From an optimization exercise on the open Yosys and OpenROAD flow, aimed at small area, a short achievable clock period and few clock cycles per item; shortcuts taken in it are not production practice. In this exercise RTL edits were held to simulation tests only and were not proved equivalent to the original. No activity file was given, so power comes from the tool's default toggle rates.

**flow/constraint.sdc**
```tcl
create_clock -name core_clock -period 8.0 [get_ports {clk}]
set_input_delay 1.6000 -clock core_clock [delete_from_list [all_inputs] [get_ports {clk}]]
set_output_delay 1.6000 -clock core_clock [all_outputs]
set_load 0.01 [all_outputs]
```
**flow/run.sh**
```bash
#!/bin/bash
# synth_recipe.tcl (not shown) runs the flow's synth.tcl, then flattens the netlist and writes it again
# the make line also repeats each setting of config.mk as NAME=value (left out here)
make -C /OpenROAD-flow-scripts/flow DESIGN_CONFIG=/design/flow/config.mk WORK_HOME=/design/flow/orfs CLKGATE_MAP_FILE= SYNTH_SCRIPT=/design/flow/synth_recipe.tcl finish
```
**flow/config.mk**
```make
export PLATFORM = sky130hd
export DESIGN_NAME = bmr_blockrot
export DESIGN_NICKNAME = bmr_blockrot
export VERILOG_FILES = /design/flow/design.v
export SDC_FILE = /design/flow/constraint.sdc
export NUM_CORES = 4
export LEC_CHECK = 0
export CAP_MARGIN = 20
export CORE_MARGIN = 2
export CORE_UTILIZATION = 65
export CTS_CLUSTER_DIAMETER = 100
export CTS_CLUSTER_SIZE = 30
export PLACE_DENSITY = 0.75
export SETUP_SLACK_MARGIN = 5
export SLEW_MARGIN = 20
export TNS_END_PERCENT = 100
```
**flow/design.v**
```verilog
module bmr_blockrot (
    input  wire        clk,
    input  wire        rst,         
    input  wire        in_valid,
    output wire        in_ready,
    input  wire [63:0] in_data,
    input  wire        in_tpose,    
    output wire        out_valid,
    input  wire        out_ready,
    output wire [63:0] out_data
);
    reg [5:0]  phi;                 
    reg        ino;                 
    reg [6:0]  m;                   
    reg        inop;                
    reg        odv;                 
    reg        dop;                 
    reg        rev;                 
    reg [5:0]  rc;                  
    reg        ins;                 
    reg        rdy;                 
    reg [63:0] rd;                  
    reg        rt;                  
    reg        rv;                  
    reg [63:0] oh, ot;              
    reg        ohv, otv;
    wire revc = rev || (odv && otv);        
    wire adv  = !revc;                      
    wire dlv  = adv && odv;                 
    wire idle = ino && (m == 7'd0) && !odv;
    wire opop = ohv && out_ready;
    wire in_fire = in_valid && rdy;
    wire        op_in = (m == 7'd0) ? rt : inop;
    wire [63:0] rp;                         
    genvar gl, gi;
    generate
        for (gl = 0; gl < 64; gl = gl + 1) begin : g_rp
            assign rp[gl] = op_in ? rd[63 - gl] : rd[gl ^ 7];
        end
    endgenerate
    wire [6:0] m_a   = m + {6'd0, ins};
    wire       inop_a = (ins && m == 7'd0) ? rt : inop;
    wire       fend  = adv && (phi == 6'd63) && !idle;
    wire [5:0] phi_n = (idle && !ins) ? 6'd0 : adv ? phi + 6'd1 : phi;
    wire       ino_n = fend ? (!ino || m_a == 7'd64 || m_a == 7'd0) : ino;
    wire [6:0] m_n   = (fend && ino && (m_a == 7'd64 || m_a == 7'd0)) ? 7'd0 : m_a;
    wire       odv_n = fend ? (ino && m_a == 7'd64) : odv;
    wire       rev_n = rev ? (rc != 6'd63) : revc;
    wire       otv_n = otv ? !opop : (dlv && ohv && !opop);
    wire       rv_n  = in_fire || (rv && !ins);
    wire       adv_n = !(rev_n || (odv_n && otv_n));
    wire       ins_n = adv_n && ino_n && (m_n[5:0] == phi_n) && !m_n[6] && rv_n;
    wire       rdy_n = !rv_n || ins_n;
    wire [63:0] w;                          
    wire [63:0] x;                          
    wire [63:0] y;                          
    wire [63:0] z;                          
    assign x = ins ? rp : w;
    wire [63:0] yr;
    generate
        for (gl = 0; gl < 64; gl = gl + 1) begin : g_rev
            assign yr[gl] = y[(64 - gl) % 64];
        end
    endgenerate
    wire [127:0] yy = {yr, yr};
    assign z = yy[(7'd64 - {1'b0, phi}) +: 64];
    generate
        for (gl = 0; gl < 64; gl = gl + 1) begin : g_lane
            reg [63-gl:0] u;                
            if (gl == 0) begin : g_s0
                assign y[0] = x[0];
                always @(posedge clk)
                    u <= {u[62:0], (adv ? z[0] : w[0])};
            end else begin : g_s
                reg [gl-1:0] s;             
                assign y[gl] = s[gl-1];
                if (gl == 1) begin : g_s1
                    always @(posedge clk) s <= x[gl];
                end else begin : g_sn
                    always @(posedge clk) s <= {s[gl-2:0], x[gl]};
                end
                if (gl == 63) begin : g_u1
                    always @(posedge clk) u <= (adv ? z[gl] : s[gl-1]);
                end else begin : g_un
                    always @(posedge clk) u <= {u[62-gl:0], (adv ? z[gl] : s[gl-1])};
                end
            end
            assign w[gl] = u[63-gl];
        end
    endgenerate
    wire [63:0] ex;                         
    generate
        for (gl = 0; gl < 64; gl = gl + 1) begin : g_out
            assign ex[gl] = dop ? w[63 - gl] : w[gl ^ 56];
        end
    endgenerate
    wire       oh_ot   = otv && opop;
    wire       oh_ex   = !otv && dlv && (!ohv || opop);
    wire       oh_keep = !oh_ot && !oh_ex;
    always @(posedge clk) begin
        if (rdy) begin
            rd <= in_data;
            rt <= in_tpose;
        end
        if (!otv && dlv && ohv && !opop) ot <= ex;
        oh <= ({64{oh_ot}} & ot) | ({64{oh_ex}} & ex) | ({64{oh_keep}} & oh);
        if (rst) begin
            phi <= 6'd0; ino <= 1'b1; m <= 7'd0; inop <= 1'b0;
            odv <= 1'b0; dop <= 1'b0; rev <= 1'b0; rc <= 6'd0;
            ins <= 1'b0; rdy <= 1'b1; rv <= 1'b0;
            ohv <= 1'b0; otv <= 1'b0;
        end else begin
            phi  <= phi_n;
            ino  <= ino_n;
            m    <= m_n;
            inop <= inop_a;
            odv  <= odv_n;
            if (fend && ino && m_a == 7'd64) dop <= inop_a;
            rev  <= rev_n;
            rc   <= rev ? rc + 6'd1 : 6'd1;
            ins  <= ins_n;
            rdy  <= rdy_n;
            rv   <= rv_n;
            otv  <= otv_n;
            if (!otv && dlv) begin
                if (!ohv || opop) ohv <= 1'b1;
            end else if (opop) begin
                ohv <= otv;
            end
        end
    end
    assign in_ready  = rdy;
    assign out_valid = ohv;
    assign out_data  = oh;
endmodule
```
==> impl_metrics.ini, run 1 <==
[status]
status = no timing/DRC/antenna violations

[yosys]
syn_area_per_cell_um2 = 17.04
synth_ff_type = dfxtp_1
synth_top_cell_area_share = 0.8586
synth_largest_area_cell = dfxtp_1
synthDistinctLibCells = 71
yosys-top-cells-area = dfxtp_1, edfxtp_1, mux4_2
ys_async_sr_fraction = 0
syn-num-nets = 5805
yosys_warnings = 1
netlist_area_um2 = 97670
yosysSeqAreaShare = 0.8982
synth_enable_flop_cells = 129
ys_ff_latch = 4318
synth_cells = 5731

[grt]
grt.total_usage = 0.2632
gr-total-overflow = 0
antenna_found_initial = 24
grt_pass1_wl_mm = 288.1
grt_pass1_vias = 42422
grt_max_degree = 66

[setup_path]
cp_slowest_stage_delay_ns = 0.47
path_buf_inv = 1
worst-path-max-fanout = 2
worstPathCellList = buf_6
cp_slowest_cell = dfxtp_4
cp-start-kind = flop
crit_family = flip-flops
crit_arrival_ns = 1.42
end_kind = primary output
cp.required_ns = 6.40
worstSetupPathType = reg2out

[clocking]
cts_tree = built
cts.sinks = 4318
cts_buffers = 164
htree_num_levels = 4
insertion_delay_ns = 0.84
cts_root_buffer = clkbuf_16
cts_buffer_depth = 3
cts.clk_slew.worst_paths_ns = 0.11

[die]
core_area_um2 = 149600
die_h_um = 391.6
core.rowCount = 142
io-pin-count = 135
die_area_um2 = 153400
die_x_um = 391.6
start_util = 0.6529

[pwr]
peakVddDrop_uv = 343.7
p_sw_mw = 11.71
power_frac_comb = 0.105
power_switching_share = 0.2582
leakagePower_nw = 43.14
p_clk_frac = 0.221
power_density_nw_per_um2 = 424.9
power.internal_mw = 33.65
p_seq_frac = 0.673

[final_layout]
final_cell_mix = dfxtp_1, nor2_1, clkbuf_16
fin_cells = 8043
stdcell_area_um2 = 106800
drive_above_1_share = 0.1046
fin_nets = 6057
area_growth_pct = 9.309
final_common_cell = dfxtp_1
fillers = 8810

[sta]
min_period_ns = 3.018
fmax_mhz = 331.4
grt_setup_unrepaired = true
fin_hold_ws_ns = 0.2995
fin_tns_setup_ns = 0
fin_crit_sh = 0.3772
fin_worst_skew_ns = 0.05494
final-setup-viol-count = 0
worst_slew_pin_slew_ns = 1.085
slew_headroom = 0.2757
hold_viol = 0
finalMaxSlewViolations = 0

[route]
drtIter0Drc = 2900
detail_route.wl_per_cell_um = 25.07
ant_nets = 0
via_per_inst = 5.061
drtPass1Iterations = 5
drc = 0
dr_total_vias = 40705
routed_wl_mm = 201.7

[placed_design]
post-place-cells = 7777
globalplace.congestion = 0.8783
dpl.hpwl_mm = 116.2
placed_area_um2 = 101300
portBuffers = 134

[job]
drv_cap = 0

[min_path]
holdCritPathClass = reg2reg
-- state kept, by name, indices dropped and copies added, names as in the netlist --
signal and cells:
phi 6, dop 1, ot 64, rc 6, m 7, oh 64, odv 1, rt 1
ins 1, inop 1, rdy 1, rev 1, otv 1, ohv 1, g_lane.g_s.s 2016, g_lane.u 2080
rv 1, ino 1, rd 64
-- layout make-up --
type                    instances  area, um2  area share
flip-flops and latches       4318      87850      0.8228
multi-input cells            1274       9707     0.09092
clock buffers                 190       4244     0.03975
well taps                    2016       2522     0.02363
repair buffers                217       2047     0.01917
clock inverters                16      337.8    0.003164
inverters                       8      50.05   0.0004688
diodes                          4      10.01  0.00009375
-- logic make-up after synthesis --
family,after synthesis,synth area share
AO/OA/AOI/OAI,417,0.02867
XOR/XNOR,23,0.002216
adder cells (fa/ha/maj),5,0.0006405
buffers and inverters,145,0.006776
flip-flops,4318,0.8982
multiplexers,283,0.03803
AND/OR/NAND/NOR,540,0.02544
-- through the flow --
step | utilization | power, mW | setup slack, ns
6_report | 0.7137 | 45.37 | 4.982
5_1_grt | 0.7136 | 46.97 | 4.926
4_1_cts | 0.7112 | 45.31 | 4.928
3_3_place_gp | 0.6772 | 34.54 | 3.089
2_1_floorplan | - | 32.16 | 4.954
3_5_place_dp | 0.6772 | 34.90 | 3.060
-- path summary, 6_finish.rpt --
path                     from               end  slack, ns  cells past startpoint
max                     oh[7]       out_data[7]       4.98                      1
min          g_lane[39].u[10]  g_lane[39].u[11]       0.30                      0
max reg2reg            phi[1]   g_lane[24].u[0]       5.06                     10
min reg2reg  g_lane[39].u[10]  g_lane[39].u[11]       0.30                      0
-- power by group through the flow --
stage | logic, mW | registers, mW | clock network [mW]
after floorplan | 2.77 | 29.4 | 0
after CTS | 4.50 | 30.6 | 10.2
after global routing | 5.04 | 31.0 | 10.9
after global placement | 4.11 | 30.4 | 0
final | 4.79 | 30.6 | 10.0
after detailed placement | 4.09 | 30.8 | 0
-- synth_stat cells (3+ instances only) --
cell type / instances
dfxtp_1: 4189
nor2_1: 227
a21oi_1: 135
edfxtp_1: 129
mux2i_1: 125
nand2_1: 124
mux2_2: 95
o21ai_0: 82
clkbuf_1: 77
a221o_1: 68
nor2b_1: 68
mux4_2: 60
buf_2: 43
nor3_1: 28
nand3_1: 26
or3_1: 18
o211ai_1: 17
a31oi_1: 15
a221oi_1: 14
xor2_1: 14
a22oi_1: 13
o311ai_0: 10
nand2b_1: 9
o22ai_1: 8
a211o_1: 7
buf_4: 7
inv_1: 7
nand4_1: 7
o31ai_1: 7
xnor2_1: 7
a211oi_1: 6
and2_1: 6
and3_1: 6
o21a_1: 6
a21o_1: 5
buf_1: 5
buf_6: 5
ha_1: 5
nor4_1: 3
o221ai_1: 3
o311ai_1: 3
-- layer usage --
| layer | up-vias | routed length, um | GRT usage |
|---|---|---|---|
| met5 | - | 68 | 0 |
| met1 | 20148 | 88500 | 0.3591 |
| met3 | 347 | 10300 | 0.04199 |
| met2 | 1079 | 95840 | 0.4332 |
| li1 | 19121 | - | - |
| met4 | 10 | 6945 | 0.08783 |
-- repair_timing --
item / CTS / global route
cloned: 3 / 4
hold buffers: 0 / 0
endpoints found under the setup margin: 293 / 120
gates resized for setup: 427 / 42
pin swaps: 8 / 7
buffers inserted: 37 / 11
Testbench counts, summed over its fixed seeds: cycles 8,720, blocks 128.
==> run 2: changes to the inputs <==
--- a/flow/config.mk
+++ b/flow/config.mk
@@ -10,5 +10,5 @@
 export CORE_UTILIZATION = 65
 export CTS_CLUSTER_DIAMETER = 100
-export CTS_CLUSTER_SIZE = 30
+export CTS_CLUSTER_SIZE = 24
 export PLACE_DENSITY = 0.75
 export SETUP_SLACK_MARGIN = 5
==> run 2 against run 1 <==
Against the previous run: critical path type unchanged; routed wire length grew 2.0%; clock-buffer cell count grew 39; synthesized cell count is the same; critical endpoint is now out_data[5].
==> impl_metrics.ini, run 2 <==
[placed_design]
dpl.hpwl_mm = 116.2
placed_area_um2 = 101300
place_ws_ns = 3.060
portBuffers = 134
globalplace.congestion = 0.8783

[final_layout]
reg.largest.list = g_lane.u x2080, g_lane.g_s.s x2016
drive_above_1_share = 0.1113
largest_register = g_lane.u
stdcell_area_um2 = 108000
multi_input_area_um2 = 9702
fillers = 8571
fin_nets = 6100
area_growth_pct = 10.54
final_common_cell = dfxtp_1
final_cell_mix = dfxtp_1, nor2_1, clkbuf_16
largest_reg_flops = 2080
seqCellArea_um2 = 87860

[die]
die_x_um = 391.6
die_area_um2 = 153400
core_area_um2 = 149600
io-pin-count = 135
die_h_um = 391.6
start_util = 0.6529
core.rowCount = 142

[grt]
gr-total-overflow = 0
grt_pass1_vias = 43386
antenna_found_initial = 19
grt_max_degree = 66
grt.total_usage = 0.2690
grt_pass1_wl_mm = 295.3

[yosys]
synth_common_cells = dfxtp_1, nor2_1, a21oi_1
syn_area_per_cell_um2 = 17.04
ys_async_sr_fraction = 0
yosysSeqAreaShare = 0.8982
ys_ff_latch = 4318
synth_most_common_cell = dfxtp_1
synth_cells = 5731
yosys-top-cells-area = dfxtp_1, edfxtp_1, mux4_2
synth_ff_type = dfxtp_1
yosys_warnings = 1
synth_largest_area_cell = dfxtp_1
syn-num-nets = 5805
synthDistinctLibCells = 71
synth_top_cell_area_share = 0.8586
netlist_area_um2 = 97670
synth_enable_flop_cells = 129

[route]
wl_met3_mm = 11.31
ant_nets = 0
routed.top_layer = met5
detail_route.wl_per_cell_um = 25.41
drc = 0
via_per_inst = 5.104
drtIter0Drc = 3000
met2_wirelength_mm = 98.62
drtPass1Iterations = 8
routed_wl_mm = 205.6
dr_total_vias = 41300
wl_met1_mm = 88.77

[sta]
fin_crit_sh = 0.3786
finalMaxSlewViolations = 0
final-setup-viol-count = 0
fin_hold_ws_ns = 0.2670
grt_setup_unrepaired = true
worst_slew_pin_slew_ns = 1.053
min_period_ns = 3.029
fmax_mhz = 330.1
setup_ws_ns = 4.971
slew_headroom = 0.2969
hold_viol = 0
fin_worst_skew_ns = 0.07894
fin_tns_setup_ns = 0

[pwr]
p_clk_frac = 0.238
leakagePower_nw = 43.68
p_sw_mw = 12.04
power_frac_comb = 0.103
power_switching_share = 0.2590
peakVddDrop_uv = 334.4
totalPowerFinal_mw = 46.47
power_density_nw_per_um2 = 430.4
power.internal_mw = 34.43
p_seq_frac = 0.658

[clocking]
htree_num_levels = 4
insertion_delay_ns = 0.87
cts_tree = built
cts.sinks = 4318
cts_root_buffer = clkbuf_16
cts.clk_slew.worst_paths_ns = 0.10
cts_buffer_depth = 3
hold_buffers = 0
cts_buffers = 200

[setup_path]
path_buf_inv = 1
worstSetupPathType = reg2out
worstPathCellList = buf_6
cp.depth = 1
worst-path-max-fanout = 2
cp_slowest_stage_delay_ns = 0.45
crit_family = flip-flops
crit_arrival_ns = 1.43
rr_worst_depth = 10
cp.required_ns = 6.40
end_kind = primary output
cp-start-kind = flop
cp_slowest_cell = dfxtp_4

[status]
status = no timing/DRC/antenna violations

[min_path]
holdCritPathClass = reg2reg
holdPathStages = 0

[job]
drv_cap = 0
## run 2: cell counts after synthesis
Identical to the previous run, type by type.
## run 2: kinds of logic after synthesis
kind of cell,after synthesis,synth area share
buffers and inverters,145,0.006776
adders and majority gates,5,0.0006405
and+or+nand+nor,540,0.02544
AOI/OAI and AO/OA,417,0.02867
xor gates and xnor gates,23,0.002216
DFF,4318,0.8982
muxes,283,0.03803
## run 2: power by group through the flow
stage / logic, mW / clock network (mW) / registers (mW)
after floorplan: 2.77 / 0 / 29.4
after global placement: 4.11 / 0 / 30.4
after detailed placement: 4.09 / 0 / 30.8
after CTS: 4.52 / 11.3 / 30.7
after global routing: 5.05 / 12.0 / 31.0
final: 4.80 / 11.1 / 30.6
## run 2: through the flow
step,utilization,std cells
finish,0.7217,8092
floorplan,-,5731
global route,0.7217,8089
global placement,0.6772,7777
detailed placement,0.6772,7777
CTS,0.7188,8067
## run 2: repair_timing
item | 4_1_cts | 5_1_grt
resized for setup | 459 | 37
cloned | 3 | 5
setup endpoints to repair | 293 | 102
hold endpoints to repair | 0 | 0
setup buffers | 38 | 16
pin swaps | 6 | 3
## run 2: metal layers
| metal | GRT usage | vias to the layer above |
|---|---|---|
| li1 | - | 19200 |
| met1 | 0.3647 | 20550 |
| met2 | 0.4450 | 1192 |
| met3 | 0.04427 | 354 |
| met4 | 0.08888 | 4 |
| met5 | 0 | - |
## run 2: cell type report
class,instances,share of cell area
clock buffer,229,0.04736
timing repair buffer,225,0.02092
tap,2016,0.02336
multi-input combinational,1273,0.08986
clock inverter,20,0.004230
inverter,8,0.0004404
sequential,4318,0.8138
antenna,3,0.00006953
## run 2: worst paths after layout
check                          to                  from  slack (ns)
max reg2reg       g_lane[28].u[0]                phi[0]        5.04
min reg2reg  g_lane[60].g_s.s[54]  g_lane[60].g_s.s[53]        0.27
max                   out_data[5]                 oh[5]        4.97
min          g_lane[60].g_s.s[54]  g_lane[60].g_s.s[53]        0.27
==> run 3: changes to the inputs <==
--- a/flow/config.mk
+++ b/flow/config.mk
@@ -9,6 +9,6 @@
 export CORE_MARGIN = 2
 export CORE_UTILIZATION = 65
-export CTS_CLUSTER_DIAMETER = 100
-export CTS_CLUSTER_SIZE = 24
+export CTS_CLUSTER_DIAMETER = 80
+export CTS_CLUSTER_SIZE = 28
 export PLACE_DENSITY = 0.75
 export SETUP_SLACK_MARGIN = 5
==> run 3 against run 2 <==
Against the previous run: still clean on timing, DRC and antenna; die area unchanged; register-to-register slack better by 0.04 ns; worst setup slack better by 0.019 ns; maximum frequency grew 0.62%; critical path type unchanged; largest cell class unchanged.
==> impl_metrics.ini, run 3 <==
[status]
status = no timing/DRC/antenna violations

[route]
drtPass1Iterations = 5
drc = 0
ant_nets = 0
routed_wl_mm = 199.4
detail_route.wl_per_cell_um = 24.70
via_per_inst = 5.085
dr_total_vias = 41057
drtIter0Drc = 3135

[setup_path]
path_buf_inv = 1
worst-path-max-fanout = 2
worstSetupPathType = reg2out
end_kind = primary output
cp_slowest_stage_delay_ns = 0.46
cp_slowest_cell = dfxtp_4
crit_family = flip-flops
crit_arrival_ns = 1.41
cp-start-kind = flop
worstPathCellList = buf_6
cp.required_ns = 6.40

[clocking]
cts_buffer_depth = 3
cts_buffers = 178
cts_tree = built
insertion_delay_ns = 0.83
cts_root_buffer = clkbuf_16
cts.clk_slew.worst_paths_ns = 0.10
htree_num_levels = 4
cts.sinks = 4318

[yosys]
yosysSeqAreaShare = 0.8982
netlist_area_um2 = 97670
synth_common_cells = dfxtp_1, nor2_1, a21oi_1
synth-adder-area-share = 0.0006405
synth_largest_area_cell = dfxtp_1
ys_async_sr_fraction = 0
synth_top_family_by_area = multiplexers
synth_xor_area_frac = 0.002216
ys_ff_latch = 4318
synth_ff_type = dfxtp_1
yosys-top-cells-area = dfxtp_1, edfxtp_1, mux4_2
synth_cells = 5731
syn_area_per_cell_um2 = 17.04
synthDistinctLibCells = 71
yosys_warnings = 1
syn-num-nets = 5805
muxShareOfSynthArea = 0.03803
synth-compound-area-share = 0.02867
yosys.area_share.simple = 0.02544
synth_most_common_cell = dfxtp_1
synth_enable_flop_cells = 129
synth_top_cell_area_share = 0.8586

[pwr]
totalPowerFinal_mw = 45.84
leakagePower_nw = 43.37
power_density_nw_per_um2 = 427.2
peakVddDrop_uv = 291.8

[final_layout]
reg.largest.list = g_lane.u x2080, g_lane.g_s.s x2016
final_cell_mix = dfxtp_1, nor2_1, clkbuf_16
fin_nets = 6072
seqCellArea_um2 = 87850
fillers = 8776
largest_register = g_lane.u
multi_input_area_um2 = 9727
drive_above_1_share = 0.1089
final_common_cell = dfxtp_1
area_growth_pct = 9.875
largest_reg_flops = 2080

[sta]
fin_hold_ws_ns = 0.2818
finalMaxSlewViolations = 0
slew_headroom = 0.1905
fin_crit_sh = 0.3763
final-setup-viol-count = 0
setup_ws_ns = 4.989
fin_tns_setup_ns = 0
fmax_mhz = 332.2
fin_worst_skew_ns = 0.05494
min_period_ns = 3.011
worst_slew_pin_slew_ns = 1.214
grt_setup_unrepaired = true
hold_viol = 0

[grt]
grt_max_degree = 66
grt_pass1_wl_mm = 286.8
grt.total_usage = 0.2612
grt_pass1_vias = 42475
antenna_found_initial = 32
gr-total-overflow = 0

[placed_design]
globalplace.congestion = 0.8783
place_ws_ns = 3.060
dpl.hpwl_mm = 116.2
portBuffers = 134

[die]
die_x_um = 391.6
die_h_um = 391.6
core_area_um2 = 149600
start_util = 0.6529
io-pin-count = 135
core.rowCount = 142
die_area_um2 = 153400

[min_path]
holdCritPathClass = reg2reg

[job]
drv_cap = 0
## run 3: cell count changes in the layout (fill, tap and decap cells not counted), moves of 3 or more
| cell | change |
|---|---|
| mux2i_2 | +4 |
| buf_6 | -18 |
| clkbuf_16 | -20 |
| buf_2 | +12 |
| clkbuf_1 | -8 |
| mux2i_1 | -3 |
| diode_2 | +11 |
## run 3: final timing paths
path	endpoint	slack, ns	cells past startpoint	startpoint
max	out_data[4]	4.99	1	oh[4]
min	g_lane[59].g_s.s[50]	0.28	0	g_lane[59].g_s.s[49]
max reg2reg	g_lane[28].u[0]	5.08	10	phi[0]
min reg2reg	g_lane[59].g_s.s[50]	0.28	0	g_lane[59].g_s.s[49]
## run 3: kinds of logic after synthesis
family	Yosys count
xor gates and xnor gates	23
buffers and inverters	145
adders and majority gates	5
and+or+nand+nor	540
muxes	283
DFF	4318
AOI/OAI and AO/OA	417
## run 3: what timing repair did
item                                    4_1_cts  5_1_grt
gates resized for setup                     440       37
hold buffers                                  0        0
endpoints found under the hold margin         0        0
cloned                                        4        3
pin swaps                                     7        7
endpoints found under the setup margin      293      112
buffers inserted                             43        7
## run 3: metal layers
metal | share of wire | global-route usage | wire, um
met3 | 0.053 | 0.04325 | 10550
met2 | 0.47 | 0.4237 | 94000
met5 | 0.00030 | 0 | 59
met1 | 0.44 | 0.3587 | 87750
met4 | 0.036 | 0.09308 | 7088
## run 3: area by class of cell
class                      instances  share of cell area
sequential                      4318              0.8186
multi-input combinational       1274             0.09063
clock buffer                     203             0.04317
tap                             2016             0.02350
timing repair buffer             218             0.01913
clock inverter                    23            0.004162
inverter                           8           0.0004663
antenna                           14           0.0003264
## run 3: metrics by stage
| step | utilization | instance area, um2 | cells |
|---|---|---|---|
| 2_1_floorplan | - | 97720 | 5731 |
| 3_3_place_gp | 0.6772 | 101300 | 7777 |
| 3_5_place_dp | 0.6772 | 101300 | 7777 |
| 4_1_cts | 0.7154 | 107000 | 8050 |
| 5_1_grt | 0.7172 | 107300 | 8060 |
| 6_report | 0.7174 | 107300 | 8074 |
## run 3: where the power goes
part | leakage, nW | internal, mW | total (mW) | switching, mW
clock | 2.46 | 4.25 | 10.5 | 6.28
combinational | 5.03 | 1.75 | 4.80 | 3.06
sequential | 35.9 | 28.0 | 30.5 | 2.47
==> run 4: changes to the inputs <==
==> flow/flow/run.sh (new file) <==
#!/bin/bash
set -euo pipefail
export SETUP_SLACK_MARGIN=5.5
bash standard.sh > standard.log 2>&1
==> flow/standard.sh (new file) <==
#!/bin/bash
# synth_recipe.tcl (not shown) runs the flow's synth.tcl, then flattens the netlist and writes it again
# the make line also repeats each setting of config.mk as NAME=value (left out here)
make -C /OpenROAD-flow-scripts/flow DESIGN_CONFIG=/design/flow/config.mk WORK_HOME=/design/flow/orfs CLKGATE_MAP_FILE= SYNTH_SCRIPT=/design/flow/synth_recipe.tcl "${@:-finish}"
--- a/flow/config.mk
+++ b/flow/config.mk
@@ -12,5 +12,4 @@
 export CTS_CLUSTER_SIZE = 28
 export PLACE_DENSITY = 0.75
-export SETUP_SLACK_MARGIN = 5
 export SLEW_MARGIN = 20
 export TNS_END_PERCENT = 100
removed: flow/run.sh
==> run 4 against run 3 <==
Against the previous run: via count grew 0.71%; still clean; first-iteration DRC count shrank 8.4%; sequential power is essentially flat; sequential share of layout area shrank 2.3 points; critical path type unchanged; largest power group unchanged; sequential cell count is the same; worst setup slack lost 0.0066 ns; area after synthesis is the same; final area grew 2.9%; worst hold slack gained 0.021 ns; global-route usage shrank 0.90 points; clock power is essentially flat; maximum frequency shrank 0.22%.
==> impl_metrics.ini, run 4 <==
[route]
drc = 0
drtPass1Iterations = 6
ant_nets = 0
detail_route.wl_per_cell_um = 23.78
via_per_inst = 5.057
routed_wl_mm = 194.5
dr_total_vias = 41348
drtIter0Drc = 2871

[sta]
min_period_ns = 3.017
finalMaxSlewViolations = 0
worst_slew_pin_slew_ns = 1.095
hold_viol = 0
fin_crit_sh = 0.3771
fin_tns_setup_ns = 0
grt_setup_unrepaired = true
fin_hold_ws_ns = 0.3025
slew_headroom = 0.2698
final-setup-viol-count = 0
fmax_mhz = 331.4
fin_worst_skew_ns = 0.04672

[yosys]
synth-adder-area-share = 0.0006405
synth_enable_flop_cells = 129
synth_ff_type = dfxtp_1
yosys-top-cells-area = dfxtp_1, edfxtp_1, mux4_2
netlist_area_um2 = 97670
yosys_warnings = 1
syn_area_per_cell_um2 = 17.04
synthDistinctLibCells = 71
synth_top_cell_area_share = 0.8586
muxShareOfSynthArea = 0.03803
synth_largest_area_cell = dfxtp_1
synth_common_cells = dfxtp_1, nor2_1, a21oi_1
yosysSeqAreaShare = 0.8982
ys_ff_latch = 4318
yosys.area_share.simple = 0.02544
synth_most_common_cell = dfxtp_1
syn-num-nets = 5805
ys_async_sr_fraction = 0
synth_cells = 5731
synth_xor_area_frac = 0.002216
synth-compound-area-share = 0.02867
synth_top_family_by_area = multiplexers

[final_layout]
final_common_cell = dfxtp_1
fin_util = 0.7382
reg.largest.list = g_lane.u x2080, g_lane.g_s.s x2016
area_growth_pct = 13.06
drive_above_1_share = 0.1572
largest_register = g_lane.u
fillers = 8552
seqCellArea_um2 = 87860
largest_reg_flops = 2080
multi_input_area_um2 = 11120
final_cell_mix = dfxtp_1, nor2_1, clkbuf_16
fin_cells = 8177
fin_nets = 6185

[status]
status = no timing/DRC/antenna violations

[setup_path]
crit_arrival_ns = 1.42
crit_family = flip-flops
path_buf_inv = 1
worstPathCellList = buf_6
cp-start-kind = flop
cp_slowest_cell = dfxtp_4
cp.required_ns = 6.40
cp_slowest_stage_delay_ns = 0.45
cp.depth = 1
end_kind = primary output
worstSetupPathType = reg2out
rr_worst_depth = 11
ff2ff_setup_slack_ns = 5.20
worst-path-max-fanout = 2

[grt]
grt_pass1_vias = 42460
grt_pass1_wl_mm = 278.4
grt_max_degree = 65
grt.total_usage = 0.2523
antenna_found_initial = 21
gr-total-overflow = 0

[pwr]
power_density_nw_per_um2 = 429.6
totalPowerFinal_mw = 47.44
leakagePower_nw = 44.37
peakVddDrop_uv = 309.1

[clocking]
cts_buffers = 176
cts.clk_slew.worst_paths_ns = 0.12
insertion_delay_ns = 0.86
htree_num_levels = 4
cts_root_buffer = clkbuf_16
hold_buffers = 0
cts.sinks = 4318
cts_buffer_depth = 3
cts_tree = built

[die]
die_h_um = 391.6
core.rowCount = 142
die_area_um2 = 153400
start_util = 0.6529
core_area_um2 = 149600
die_x_um = 391.6
io-pin-count = 135

[min_path]
holdCritPathClass = reg2reg
holdPathStages = 0

[placed_design]
post-place-cells = 7778
dpl.hpwl_mm = 110.6
portBuffers = 134
globalplace.congestion = 0.9061

[job]
drv_cap = 0
==> run 4: cell counts after synthesis <==
Identical to the previous run, type by type.
==> run 4: layer usage <==
metal | up-vias | share of wire | track usage | wire, um
li1 | 19392 | - | - | -
met1 | 20404 | 0.43 | 0.3413 | 84180
met2 | 1208 | 0.48 | 0.4153 | 92440
met3 | 334 | 0.062 | 0.04752 | 12020
met4 | 10 | 0.030 | 0.07979 | 5776
met5 | - | 0.00027 | 0 | 52
==> run 4: repair_timing <==
action / 4_1_cts / 5_1_grt
pin swaps: 70 / 79
cloned: 14 / 8
setup buffers: 113 / 36
gates resized for setup: 713 / 185
endpoints found under the setup margin: 322 / 177
==> run 4: path summary, 6_finish.rpt <==
| kind | start | to |
|---|---|---|
| max | rdy | in_ready |
| min | g_lane[13].u[18] | g_lane[13].u[19] |
| max reg2reg | phi[0] | g_lane[48].u[0] |
| min reg2reg | g_lane[13].u[18] | g_lane[13].u[19] |
==> run 4: kinds of logic (layout without fill, tap and decap cells) <==
kind of cell    Yosys count  in the layout
compound gates          417            417
xor+xnor                 23             23
fa+ha+maj                 5              5
buf+inv                 145            566
flops                  4318           4318
mux                     283            283
other cells               0              8
simple gates            540            541
==> run 4: final cells by class <==
type	instances	area share
Clock inverter	22	0.003739
Antenna cell	8	0.0001813
Sequential cell	4318	0.7956
Inverter	8	0.0005212
Timing Repair Buffer	338	0.03560
Tap cell	2016	0.02284
Clock buffer	198	0.04082
Multi-Input combinational cell	1269	0.1007
==> run 4: power by group <==
group	switching (mW)	internal [mW]
registers	2.37	28.0
clock network	6.22	4.12
logic	3.81	2.88
total	12.4	35.0
==> run 4: stage by stage <==
stage	worst slack, ns	instance area (um2)
2_1_floorplan	4.954	98020
3_3_place_gp	4.015	101400
3_5_place_dp	4.008	101400
4_1_cts	4.932	109100
5_1_grt	4.928	110400
6_report	4.983	110400
==> run 5: changes to the inputs <==
==> flow/run.sh (new file) <==
#!/bin/bash
# synth_recipe.tcl (not shown) runs the flow's synth.tcl, then flattens the netlist and writes it again
# the make line also repeats each setting of config.mk as NAME=value (left out here)
make -C /OpenROAD-flow-scripts/flow DESIGN_CONFIG=/design/flow/config.mk WORK_HOME=/design/flow/orfs CLKGATE_MAP_FILE= SYNTH_SCRIPT=/design/flow/synth_recipe.tcl finish
--- a/flow/config.mk
+++ b/flow/config.mk
@@ -8,8 +8,9 @@
 export CAP_MARGIN = 20
 export CORE_MARGIN = 2
-export CORE_UTILIZATION = 65
+export CORE_UTILIZATION = 75
 export CTS_CLUSTER_DIAMETER = 80
 export CTS_CLUSTER_SIZE = 28
-export PLACE_DENSITY = 0.75
+export PLACE_DENSITY = 0.85
+export SETUP_SLACK_MARGIN = 5
 export SLEW_MARGIN = 20
 export TNS_END_PERCENT = 100
removed: flow/flow/run.sh
removed: flow/standard.sh
==> run 5 against run 4 <==
Against the previous run: still clean on timing, DRC and antenna; maximum frequency fell by 12%; sequential power rose by 3%; clock power rose by 4%; synthesized cell count did not move; non-clock buffer count fell by 115; clock-buffer cell count rose by 12; via count rose by 9.2%; register-to-register slack got worse by 0.63 ns; largest power group unchanged.
==> impl_metrics.ini, run 5 <==
[clocking]
insertion_delay_ns = 0.86
cts.clk_slew.worst_paths_ns = 0.11
cts_buffers = 174
cts_root_buffer = clkbuf_16
hold_buffers = 0
htree_num_levels = 4
cts_buffer_depth = 3
cts_tree = built
cts.sinks = 4318

[yosys]
synth_ff_type = dfxtp_1
syn-num-nets = 5805
ys_ff_latch = 4318
syn_area_per_cell_um2 = 17.04
synthDistinctLibCells = 71
yosys_warnings = 1
ys_async_sr_fraction = 0
yosys-top-cells-area = dfxtp_1, edfxtp_1, mux4_2
synth_most_common_cell = dfxtp_1
synth_largest_area_cell = dfxtp_1
synth_enable_flop_cells = 129
synth_common_cells = dfxtp_1, nor2_1, a21oi_1
netlist_area_um2 = 97670
synth_top_cell_area_share = 0.8586
synth_cells = 5731
yosysSeqAreaShare = 0.8982

[route]
drc = 0
detail_route.wl_per_cell_um = 31.60
via_per_inst = 5.790
dr_total_vias = 45144
drtPass1Iterations = 7
ant_nets = 0
drtIter0Drc = 5490
routed_wl_mm = 246.4

[final_layout]
fillers = 5218
fin_cells = 7797
largest_register = g_lane.u
fin_nets = 6068
largest_reg_flops = 2080
seqCellArea_um2 = 87900
reg.largest.list = g_lane.u x2080, g_lane.g_s.s x2016
area_growth_pct = 9.558
drive_above_1_share = 0.1110
final_cell_mix = dfxtp_1, nor2_1, clkbuf_16
fin_util = 0.8275
final_common_cell = dfxtp_1
multi_input_area_um2 = 9809

[setup_path]
cp_slowest_stage_delay_ns = 0.79
end_kind = flop
crit_arrival_ns = 4.06
cp_slowest_cell = mux2i_2
worstPathCellList = nor4_4, buf_4, nand2_1, mux2i_4, buf_6, buf_12, mux2i_2, a21oi_1
ff2ff_setup_slack_ns = 4.57
worst-path-max-fanout = 37
cp.required_ns = 8.63
cp-start-kind = flop
worstSetupPathType = reg2reg

[min_path]
holdCritPathClass = reg2reg

[pwr]
peakVddDrop_uv = 372.4
leakagePower_nw = 43.26
power_density_nw_per_um2 = 441.0

[sta]
final-setup-viol-count = 0
hold_viol = 0
fmax_mhz = 291.6
worst_slew_pin_slew_ns = 1.149
fin_tns_setup_ns = 0
min_period_ns = 3.429
fin_crit_sh = 0.4287
slew_headroom = 0.2118
grt_setup_unrepaired = true
fin_worst_skew_ns = 0.04296
finalMaxSlewViolations = 0

[die]
core_area_um2 = 129300
io-pin-count = 135
core.rowCount = 132
start_util = 0.7553
die_area_um2 = 133100
die_x_um = 364.9
die_h_um = 364.9

[status]
status = no timing/DRC/antenna violations

[job]
drv_cap = 0

[grt]
grt_max_degree = 71
antenna_found_initial = 32
grt_pass1_wl_mm = 333.7
grt_pass1_vias = 47234
grt.total_usage = 0.3578
gr-total-overflow = 0

[placed_design]
post-place-cells = 7501
portBuffers = 134
dpl.hpwl_mm = 129.6
globalplace.congestion = 0.9351
==> run 5: cell count changes in the layout (fill, tap and decap cells not counted), sizes merged <==
cell / before / now
clkinv: 15 / 9
clkbuf: 206 / 210
clkinvlp: 1 / 0
buf: 258 / 154
clkdlybuf4s50: 67 / 68
diode: 8 / 11
clkdlybuf4s15: 1 / 0
inv: 14 / 15
bufbuf: 4 / 1
==> run 5: cells by family (layout without fill, tap and decap cells) <==
family / after synthesis / in the layout / share of synthesized area
flops: 4318 / 4318 / 0.8982
simple gates: 540 / 541 / 0.02544
compound gates: 417 / 417 / 0.02867
mux: 283 / 283 / 0.03803
buf+inv: 145 / 457 / 0.006776
xor+xnor: 23 / 23 / 0.002216
fa+ha+maj: 5 / 5 / 0.0006405
other cells: 0 / 11 / 0
==> run 5: final timing paths <==
path,to,cells past startpoint,start
worst min register to register,g_lane[52].g_s.s[32],0,g_lane[52].g_s.s[31]
worst min-delay path,g_lane[52].g_s.s[32],0,g_lane[52].g_s.s[31]
worst max register to register,g_lane[54].g_s.s[0],8,m[6]
worst max-delay path,g_lane[54].g_s.s[0],8,m[6]
==> run 5: repair_timing <==
action                     in CTS  in global routing
gates resized for setup       506                 59
gates cloned                    3                  1
setup endpoints to repair     247                123
pin swaps                       5                  3
setup buffers                  42                 13
==> run 5: worst max-delay path: cells and delay by family (launching register included) <==
family	cells	cell delay, ns
compound gates	1	0.37
buf+inv	3	0.95
flops	1	0.38
mux	2	1.05
simple gates	2	0.43
==> run 5: cell type report <==
| type | instances | area share |
|---|---|---|
| flip-flops and latches | 4318 | 0.8214 |
| multi-input cells | 1269 | 0.09167 |
| clock buffers | 210 | 0.04304 |
| repair buffers | 223 | 0.02047 |
| well taps | 1742 | 0.02037 |
| clock inverters | 16 | 0.002268 |
| inverters | 8 | 0.0005145 |
| diodes | 11 | 0.0002572 |
==> run 5: power breakdown <==
part | leakage [nW] | switching (mW) | total [mW] | internal, mW
registers | 35.9 | 3.13 | 31.2 | 28.1
logic | 5.01 | 3.48 | 5.27 | 1.79
clock network | 2.36 | 6.55 | 10.7 | 4.17
total | 43.3 | 13.2 | 47.2 | 34.0
==> run 5: per-stage QoR <==
| stage | area (um2) | power, mW | setup slack [ns] | hold WS [ns] |
|---|---|---|---|---|
| 3_3_place_gp | 100900 | 34.38 | 3.181 | 0.3095 |
| 5_1_grt | 107000 | 48.15 | 4.628 | 0.3037 |
| 4_1_cts | 106600 | 46.27 | 4.911 | 0.2814 |
| 6_report | 107000 | 47.19 | 4.571 | 0.3031 |
| 3_5_place_dp | 100900 | 35.15 | 3.113 | 0.3121 |
| 2_1_floorplan | 97720 | 32.16 | 4.954 | 0.3096 |
==> run 5: layer usage <==
| layer | vias up | part of all wire | global-route usage |
|---|---|---|---|
| met5 | - | 0.00060 | 0 |
| met4 | 24 | 0.082 | 0.2389 |
| met3 | 1041 | 0.088 | 0.09448 |
| met2 | 2813 | 0.48 | 0.5895 |
| met1 | 22105 | 0.35 | 0.4133 |
| li1 | 19161 | - | - |

-- re-timing with driven ports --
Ports are ideal in the flow. The routed layouts listed here were re-timed in OpenROAD. Step 1 (the two cells are an assumption about what drives the block):
set clk [get_ports {clk}]
set_driving_cell -lib_cell sky130_fd_sc_hd__clkbuf_16 $clk
set_driving_cell -lib_cell sky130_fd_sc_hd__buf_2 [delete_from_list [all_inputs] $clk]
Step 2, shift: input delay + t, output delay - t, t = (earliest + latest rising clock arrival at the registers) / 2. This alone moves slack from input paths to output paths. Three values: no drivers, after step 1, after step 2; two values: the first two.
| run | t (ns) | slack for setup (ns) | worst setup path at the end | slew at the worst register clock pin (ns) | pins driven straight from the clock port |
|---|---|---|---|---|---|
| run 1 | 0.893 | 4.982 / 4.896 / 4.176 | input to register | 0.12 / 0.12 | 1 |
| run 2 | 0.917 | 4.971 / 4.883 / 4.153 | input to register | 0.11 / 0.11 | 1 |
| run 3 | 0.897 | 4.989 / 4.902 / 4.211 | input to register | 0.11 / 0.11 | 1 |
| run 4 | 0.919 | 4.983 / 4.897 / 4.625 | input to register | 0.12 / 0.12 | 1 |
| run 5 | 0.925 | 4.571 / 4.571 / 4.029 | input to register | 0.12 / 0.12 | 1 |
After both steps every run listed still meets setup and hold. For run 2, which loses most, drivers alone change the setup slack by -0.088 ns; drivers and shift together by -0.818 ns.
